Context: an optimization exercise on an open-source flow, tuned for small area, a short achievable clock period and few clock cycles per item. The choices shown serve that exercise and are no tape-out recipe. In this exercise RTL edits were held to simulation tests only and were not proved equivalent to the original. Power is estimated from default activity; no workload was simulated.

==> flow/design.v (excerpt) <==
module bcu (
    input  wire         clk,
    input  wire         rst,             
    input  wire         cmd_valid,
    output wire         cmd_ready,
    input  wire [127:0] cmd,
    output wire         rsp_valid,
    input  wire         rsp_ready,
    output wire [127:0] rsp
);
Size in the first run: roughly 4100 cells after synthesis, roughly 420 flip-flops, about 35000 um^2 of cells after synthesis.
export LEC_CHECK = 0
export ABC_AREA = 1
export CAP_MARGIN = 30
export CORE_MARGIN = 2
export CORE_UTILIZATION = 40
export CTS_BUF_LIST = sky130_fd_sc_hd__clkbuf_4
export SETUP_SLACK_MARGIN = 5
export SLEW_MARGIN = 20
export TNS_END_PERCENT = 0
create_clock -name core_clock -period 12.0 [get_ports {clk}]
standard.sh (not shown) runs the stock make flow with config.mk's settings and CLKGATE_MAP_FILE= SYNTH_SCRIPT=/design/flow/synth_recipe.tcl, a recipe that flattens the netlist after the stock synthesis.
==> flow/flow/run.sh <==
#!/bin/bash
# Layout flow: the standard flow (standard.sh), except that
#  - synthesis maps the logic with the ABC script in flow/abc_area.script
#    (an area-oriented mapping) instead of ORFS's; the registers and every
#    other synthesis step are the standard synthesis's;
#  - the port buffers are sky130_fd_sc_hd__buf_1 (ORFS picks a delay cell);
set -euo pipefail
here=$(pwd)
rm -rf "$here/cs_scripts"
cp -r "$FLOW_HOME/scripts" "$here/cs_scripts"
cp "$here/flow/abc_area.script" "$here/cs_scripts/abc_area.script"
bash standard.sh SCRIPTS_DIR="$here/cs_scripts" ABC_AREA=1 synth > "$here/synth.log" 2>&1
bash standard.sh "BUFFER_PORTS_ARGS=-buffer_cell sky130_fd_sc_hd__buf_1" SETUP_SLACK_MARGIN=6.5 finish > "$here/layout.log" 2>&1
==> flow/flow/abc_area.script <==
strash
&get -n
&fraig -x
&put
scorr
dc2
strash
&get -n
&dc2
&synch2
&nf -R 1000
&put
buffer -c
topo
stime -c
upsize -c
dnsize -c
The starting point finished clean.
Testbench counts at the start, summed over its fixed seeds: cycles 8,118, commands 8,046.
Rerun with:
CORE_UTILIZATION = 45   (was 40)
Outcome:
- The changed run finished with timing, DRC and antenna clean
- clock-buffer cell count went down by 12
- utilization went up by 5.2 points
- final cell count went down by 2.5%
- via count went down by 1.2%
- clock skew went down by 0.020 ns
- hold slack stays flat
- total power went down by 2.4%
- design area went down by 2.4%
- synthesized cell count does not change
- routed wire length went down by 3.5%
Rerun with:
--- a/flow/flow/run.sh
+++ b/flow/flow/run.sh
@@ -6 +6 @@
-#  - the port buffers are sky130_fd_sc_hd__buf_1 (ORFS picks a delay cell);
+#  - the port buffers are sky130_fd_sc_hd__buf_2 (ORFS picks a delay cell);
@@ -13 +13 @@
-bash standard.sh "BUFFER_PORTS_ARGS=-buffer_cell sky130_fd_sc_hd__buf_1" SETUP_SLACK_MARGIN=6.5 finish > "$here/layout.log" 2>&1
+bash standard.sh "BUFFER_PORTS_ARGS=-buffer_cell sky130_fd_sc_hd__buf_2" SETUP_SLACK_MARGIN=6.5 finish > "$here/layout.log" 2>&1
What happened:
- The new run went through all stages and came out clean
- die area is unchanged
- total power rose by 1.6%
- clock power barely changes
- synthesized area does not change
- setup slack is better by 0.10 ns
- routed wire length rose by 0.85%
- cell count rose by 0.86%
- register-to-register slack is better by 0.08 ns
- sequential share of layout area fell by 0.74 points
- global-route usage barely changes
- non-clock buffer count rose by 52
Rerun with:
--- a/flow/flow/run.sh
+++ b/flow/flow/run.sh
@@ -6 +6 @@
-#  - the port buffers are sky130_fd_sc_hd__buf_2 (ORFS picks a delay cell);
+#  - the port buffers are sky130_fd_sc_hd__buf_1 (ORFS picks a delay cell);
@@ -13 +13 @@
-bash standard.sh "BUFFER_PORTS_ARGS=-buffer_cell sky130_fd_sc_hd__buf_2" SETUP_SLACK_MARGIN=6.5 finish > "$here/layout.log" 2>&1
+bash standard.sh "BUFFER_PORTS_ARGS=-buffer_cell sky130_fd_sc_hd__buf_1" SETUP_SLACK_MARGIN=6.5 finish > "$here/layout.log" 2>&1
CORE_UTILIZATION = 52   (was 45)
=>
- design area is about the same
- via count climbs by 3.2%
- final cell count drops by 3.3%
- clock power stays flat
- worst setup slack loses 0.17 ns
- register-to-register slack loses 0.11 ns
- wire length hardly moves
- power is about the same
- clock skew drops by 0.013 ns
- clock-buffer cell count drops by 21

* * *

Another version of the RTL of bcu (not shown whole).
For scale: ~4,200 cells after synthesis, ~420 flip-flops, roughly 260 I/O pins.
export LEC_CHECK = 0
export ABC_AREA = 1
export CAP_MARGIN = 30
export CORE_MARGIN = 2
export CORE_UTILIZATION = 45
export CTS_BUF_LIST = sky130_fd_sc_hd__clkbuf_4
export SETUP_SLACK_MARGIN = 5
export SLEW_MARGIN = 20
export TNS_END_PERCENT = 0
create_clock -name core_clock -period 12.0 [get_ports {clk}]
==> flow/flow/run.sh <==
#!/bin/bash
# Layout flow: the standard flow (standard.sh), except that
#  - synthesis maps the logic with the ABC script in flow/abc_area.script
#    (an area-oriented mapping) instead of ORFS's; the registers and every
#    other synthesis step are the standard synthesis's;
#  - the port buffers are sky130_fd_sc_hd__buf_1 (ORFS picks a delay cell);
set -euo pipefail
here=$(pwd)
rm -rf "$here/cs_scripts"
cp -r "$FLOW_HOME/scripts" "$here/cs_scripts"
cp "$here/flow/abc_area.script" "$here/cs_scripts/abc_area.script"
bash standard.sh SCRIPTS_DIR="$here/cs_scripts" ABC_AREA=1 synth > "$here/synth.log" 2>&1
bash standard.sh "BUFFER_PORTS_ARGS=-buffer_cell sky130_fd_sc_hd__buf_1" SETUP_SLACK_MARGIN=5.8 finish > "$here/layout.log" 2>&1
Scripts as last shown in full above: flow/flow/abc_area.script
Testbench counts at the start, summed over its fixed seeds: cycles 8,118, commands 8,046.
==> next run, changes <==
--- a/flow/flow/run.sh
+++ b/flow/flow/run.sh
@@ -6,2 +6,5 @@
 #  - the port buffers are sky130_fd_sc_hd__buf_1 (ORFS picks a delay cell);
+#  - clock tree synthesis adds no dummy loads.
+# Each step's full output goes to a log file in this folder (and ORFS's own
+# logs under orfs/logs).
 set -euo pipefail
@@ -12,2 +15,2 @@
 bash standard.sh SCRIPTS_DIR="$here/cs_scripts" ABC_AREA=1 synth > "$here/synth.log" 2>&1
-bash standard.sh "BUFFER_PORTS_ARGS=-buffer_cell sky130_fd_sc_hd__buf_1" SETUP_SLACK_MARGIN=5.8 finish > "$here/layout.log" 2>&1
+bash standard.sh "BUFFER_PORTS_ARGS=-buffer_cell sky130_fd_sc_hd__buf_1" SETUP_SLACK_MARGIN=6.5 "CTS_ARGS=-sink_clustering_enable -repair_clock_nets -buf_list sky130_fd_sc_hd__clkbuf_4 -dont_use_dummy_load" finish > "$here/layout.log" 2>&1
Settings changed: CORE_UTILIZATION 45 to 48.
Combinational power is about the same.
Design area shrinks by 1.9%.
Total power shrinks by about 8%.
Area after synthesis stays the same.
Setup slack improved by 0.0058 ns.
Die area shrinks by 6.2%.
Cell count shrinks by 3.0%.
Routed wire length grows by 0.61%.
==> next run, changes <==
==> flow/flow/run.sh (replaced) <==
#!/bin/bash
# Layout flow: the standard flow (standard.sh), except that
#  - synthesis maps the logic with the ABC script in flow/abc_area.script
#    (an area-oriented mapping) instead of ORFS's; the registers and every
#    other synthesis step are the standard synthesis's;
#  - the port buffers are sky130_fd_sc_hd__buf_1 (ORFS picks a delay cell);
set -euo pipefail
here=$(pwd)
rm -rf "$here/cs_scripts"
cp -r "$FLOW_HOME/scripts" "$here/cs_scripts"
cp "$here/flow/abc_area.script" "$here/cs_scripts/abc_area.script"
bash standard.sh SCRIPTS_DIR="$here/cs_scripts" ABC_AREA=1 synth > "$here/synth.log" 2>&1
bash standard.sh "BUFFER_PORTS_ARGS=-buffer_cell sky130_fd_sc_hd__buf_1" SETUP_SLACK_MARGIN=6.5 finish > "$here/layout.log" 2>&1
Settings changed: CORE_UTILIZATION 48 to 45.
Outcome: Critical path depth decreases by 3. Sequential power is about the same. Synthesized area stays the same. Sequential share of layout area decreases by 0.82 points. Utilization decreases by 1.9 points. Non-clock buffer count increases by 18. Via count is about the same. Worst hold slack is about the same.
==> next run, changes <==
--- a/flow/flow/run.sh
+++ b/flow/flow/run.sh
@@ -6,2 +6,5 @@
 #  - the port buffers are sky130_fd_sc_hd__buf_1 (ORFS picks a delay cell);
+#  - clock tree synthesis adds no dummy loads.
+# Each step's full output goes to a log file in this folder (and ORFS's own
+# logs under orfs/logs).
 set -euo pipefail
@@ -12,2 +15,2 @@
 bash standard.sh SCRIPTS_DIR="$here/cs_scripts" ABC_AREA=1 synth > "$here/synth.log" 2>&1
-bash standard.sh "BUFFER_PORTS_ARGS=-buffer_cell sky130_fd_sc_hd__buf_1" SETUP_SLACK_MARGIN=6.5 finish > "$here/layout.log" 2>&1
+bash standard.sh "BUFFER_PORTS_ARGS=-buffer_cell sky130_fd_sc_hd__buf_1" SETUP_SLACK_MARGIN=6.5 "CTS_ARGS=-sink_clustering_enable -repair_clock_nets -buf_list sky130_fd_sc_hd__clkbuf_4 -dont_use_dummy_load" finish > "$here/layout.log" 2>&1
Outcome: Combinational power stays flat. Sequential cell count stays the same. Worst setup slack loses 0.045 ns. Die area stays the same. Sequential power hardly moves. Maximum frequency drops slightly. Sequential share of layout area climbs by 0.60 points. Synthesized area stays the same. Cell area drops by a few percent. Routed wire length stays flat.

* * *

Another version of the RTL of bcu (not shown whole).
clock: 12.0 ns
lec_check: 0
abc_area: 1
cap_margin: 30
core_margin: 2
core_utilization: 40
setup_slack_margin: 5
slew_margin: 20
tns_end_percent: 0
==> flow/flow/run.sh <==
#!/bin/bash
# Layout flow: the standard flow (standard.sh), except that
#  - synthesis maps the logic with the ABC script in flow/abc_area.script
#    (an area-oriented mapping) instead of ORFS's; the registers and every
#    other synthesis step are the standard synthesis's;
#  - the port buffers are sky130_fd_sc_hd__buf_1 (ORFS picks a delay cell);
set -euo pipefail
here=$(pwd)
rm -rf "$here/cs_scripts"
cp -r "$FLOW_HOME/scripts" "$here/cs_scripts"
cp "$here/flow/abc_area.script" "$here/cs_scripts/abc_area.script"
bash standard.sh SCRIPTS_DIR="$here/cs_scripts" ABC_AREA=1 synth > "$here/synth.log" 2>&1
bash standard.sh "BUFFER_PORTS_ARGS=-buffer_cell sky130_fd_sc_hd__buf_1" SETUP_SLACK_MARGIN=6 finish > "$here/layout.log" 2>&1
==> flow/flow/abc_area.script <==
strash
&get -n
&fraig -x
&put
scorr
dc2
strash
&get -n
&synch2
&nf -R 1000
&put
buffer -c
topo
stime -c
upsize -c
dnsize -c
Testbench counts at the start, summed over its fixed seeds: cycles 8,054, commands 8,046.
Change:
==> flow/flow/run.sh (replaced) <==
#!/bin/bash
# Layout flow: the standard flow (standard.sh), except that
#  - synthesis maps the logic with the ABC script in flow/abc_area.script
#    (an area-oriented mapping) instead of ORFS's; the registers and every
#    other synthesis step are the standard synthesis's;
#  - the port buffers are sky130_fd_sc_hd__buf_1 (ORFS picks a delay cell).
# Each step's full output goes to a log file in this folder (and ORFS's own
# logs under orfs/logs).
set -euo pipefail
here=$(pwd)
rm -rf "$here/cs_scripts"
cp -r "$FLOW_HOME/scripts" "$here/cs_scripts"
cp "$here/flow/abc_area.script" "$here/cs_scripts/abc_area.script"
bash standard.sh SCRIPTS_DIR="$here/cs_scripts" ABC_AREA=1 synth > "$here/synth.log" 2>&1
bash standard.sh "BUFFER_PORTS_ARGS=-buffer_cell sky130_fd_sc_hd__buf_1" finish > "$here/layout.log" 2>&1
--- a/flow/config.mk
+++ b/flow/config.mk
@@ -9,5 +9,6 @@
 export CAP_MARGIN = 30
 export CORE_MARGIN = 2
-export CORE_UTILIZATION = 40
+export CORE_UTILIZATION = 50
+export CTS_BUF_LIST = sky130_fd_sc_hd__clkbuf_8
 export SETUP_SLACK_MARGIN = 5
 export SLEW_MARGIN = 20
After rerunning:
- flip-flop and latch count stays the same
- setup slack improved by 78 ps
- fmax increases slightly
- cell count goes down by a few percent
- combinational power hardly moves
- cell area drops slightly
- sequential share of layout area is higher by 0.49 points
- clock power shrinks by a little under a tenth
- synthesized cell count is unchanged
- sequential power stays flat
- via count rises slightly
Change:
--- a/flow/flow/abc_area.script
+++ b/flow/flow/abc_area.script
@@ -7,4 +7,5 @@
 strash
 &get -n
+&dc2
 &synch2
 &nf -R 1000
--- a/flow/config.mk
+++ b/flow/config.mk
@@ -9,6 +9,6 @@
 export CAP_MARGIN = 30
 export CORE_MARGIN = 2
-export CORE_UTILIZATION = 50
-export CTS_BUF_LIST = sky130_fd_sc_hd__clkbuf_8
+export CORE_UTILIZATION = 45
+export CTS_BUF_LIST = sky130_fd_sc_hd__clkbuf_4
 export SETUP_SLACK_MARGIN = 5
 export SLEW_MARGIN = 20
Area after synthesis fell by 1.2%.
Routed wire length fell by about 3%.
Total power fell by 3.7%.
Via count fell by 4.7%.
Combinational power fell by about 8%.
Flip-flop and latch count stays the same.
Fmax rose by about 1.2%.
Change:
==> flow/flow/abc_area.script (replaced) <==
strash
&get -n
&fraig -x
&put
scorr
dc2
strash
&get -n
&synch2
&nf -R 1000
&put
buffer -c
topo
stime -c
upsize -c
dnsize -c
--- a/flow/config.mk
+++ b/flow/config.mk
@@ -9,7 +9,5 @@
 export CAP_MARGIN = 30
 export CORE_MARGIN = 2
-export CORE_UTILIZATION = 45
-export CTS_BUF_LIST = sky130_fd_sc_hd__clkbuf_4
+export CORE_UTILIZATION = 40
 export SETUP_SLACK_MARGIN = 5
 export SLEW_MARGIN = 20
-export TNS_END_PERCENT = 0
After rerunning:
- The new run completed without violations
- sequential power barely changes
- core utilization drops by 2.1 points
- cell count rose by 5.4%
- setup slack is worse by 74 ps
- non-clock buffer count grows by 139
- worst hold slack is better by 4.9 ps
- clock skew decreases by 86 ps
- design area climbs by 8.6%
- via count increases by 5.6%
- clock power came out higher by 17%
- critical path depth is unchanged

* * *

bcu again, from the RTL that the note above started with.
// bcu
module bcu (
    input  wire         clk,
    input  wire         rst,             
    input  wire         cmd_valid,
    output wire         cmd_ready,
    input  wire [127:0] cmd,
    output wire         rsp_valid,
    input  wire         rsp_ready,
    output wire [127:0] rsp
);
export LEC_CHECK = 0
export ABC_AREA = 1
export CAP_MARGIN = 30
export CORE_MARGIN = 2
export CORE_UTILIZATION = 40
export CTS_BUF_LIST = sky130_fd_sc_hd__clkbuf_4
export SETUP_SLACK_MARGIN = 5
export SLEW_MARGIN = 20
export TNS_END_PERCENT = 0
create_clock -name core_clock -period 12.0 [get_ports {clk}]
==> flow/flow/run.sh <==
#!/bin/bash
# Layout flow: the standard flow (standard.sh), except that
#  - synthesis maps the logic with the ABC script in flow/abc_area.script
#    (an area-oriented mapping) instead of ORFS's; the registers and every
#    other synthesis step are the standard synthesis's;
#  - the port buffers are sky130_fd_sc_hd__buf_1 (ORFS picks a delay cell).
# Each step's full output goes to a log file in this folder (and ORFS's own
# logs under orfs/logs).
set -euo pipefail
here=$(pwd)
rm -rf "$here/cs_scripts"
cp -r "$FLOW_HOME/scripts" "$here/cs_scripts"
cp "$here/flow/abc_area.script" "$here/cs_scripts/abc_area.script"
bash standard.sh SCRIPTS_DIR="$here/cs_scripts" ABC_AREA=1 synth > "$here/synth.log" 2>&1
bash standard.sh "BUFFER_PORTS_ARGS=-buffer_cell sky130_fd_sc_hd__buf_1" finish > "$here/layout.log" 2>&1
==> flow/flow/abc_area.script <==
strash
&get -n
&fraig -x
&put
scorr
dc2
strash
&get -n
&dc2
&synch2
&nf -R 1000
&put
buffer -c
topo
stime -c
upsize -c
dnsize -c
Testbench counts at the start, summed over its fixed seeds: cycles 8,054, commands 8,046.
Then changed:
--- a/flow/flow/abc_area.script
+++ b/flow/flow/abc_area.script
@@ -9 +8,0 @@
-&dc2
CTS_BUF_LIST = unset   (was sky130_fd_sc_hd__clkbuf_4)
The new run ran to the end with no violations.
Cell area came out higher by a few percent.
Area after synthesis increases slightly.
Non-clock buffer count grows by 58.
Worst hold slack gets better by 0.0064 ns.
Fmax shrinks by a few percent.
Sequential share of layout area falls by 0.83 points.
Power increases by a little under a tenth.

## re-timing with driven ports
No port has a modelled driver above. Below, the same layouts with a new extraction and two added sets of constraints. Step 1 (the two cells are an assumption about what drives the block):
set clk [get_ports {clk}]
set_driving_cell -lib_cell sky130_fd_sc_hd__clkbuf_16 $clk
set_driving_cell -lib_cell sky130_fd_sc_hd__buf_2 [delete_from_list [all_inputs] $clk]
Step 2, shift: input delay + t, output delay - t, t = (earliest + latest rising clock arrival at the registers) / 2. This alone moves slack from input paths to output paths. a / b / c = ideal ports / drivers / drivers and shift; a / b = the first two.
run | shift t [ns] | setup slack, ns | worst slew at a driven data input, ns
the first run of note 1 | 1.075 | 5.741 / 5.699 / 4.689 | 0.13
the second run of note 1 | 1.016 | 5.640 / 5.652 / 4.636 | 0.12
the third run of note 1 | 1.032 | 5.740 / 5.721 / 4.735 | 0.13
the fourth run of note 1 | 0.992 | 5.572 / 5.618 / 4.627 | 0.11
the first run of note 2 | 1.014 | 5.515 / 5.545 / 4.531 | 0.12
the second run of note 2 | 1.009 | 5.521 / 5.577 / 4.568 | 0.08
the third run of note 2 | 1.012 | 5.597 / 5.628 / 4.615 | 0.11
the fourth run of note 2 | 0.961 | 5.551 / 5.593 / 4.633 | 0.11
the first run of note 3 | 0.674 | 4.620 / 4.668 / 3.994 | 0.11
the second run of note 3 | 0.766 | 4.698 / 4.739 / 3.973 | 0.12
the third run of note 3 | 0.964 | 4.783 / 4.827 / 3.863 | 0.09
the fourth run of note 3 | 0.670 | 4.708 / 4.743 / 4.073 | 0.09
the first run of note 4 | 1.050 | 4.847 / 4.880 / 3.830 | 0.05
the second run of note 4 | 0.664 | 4.577 / 4.623 / 3.959 | 0.10
After both steps setup and hold are still met in every run listed. For the first run of note 1, which loses most, drivers alone change the setup slack by -0.042 ns; drivers and shift together by -1.052 ns.
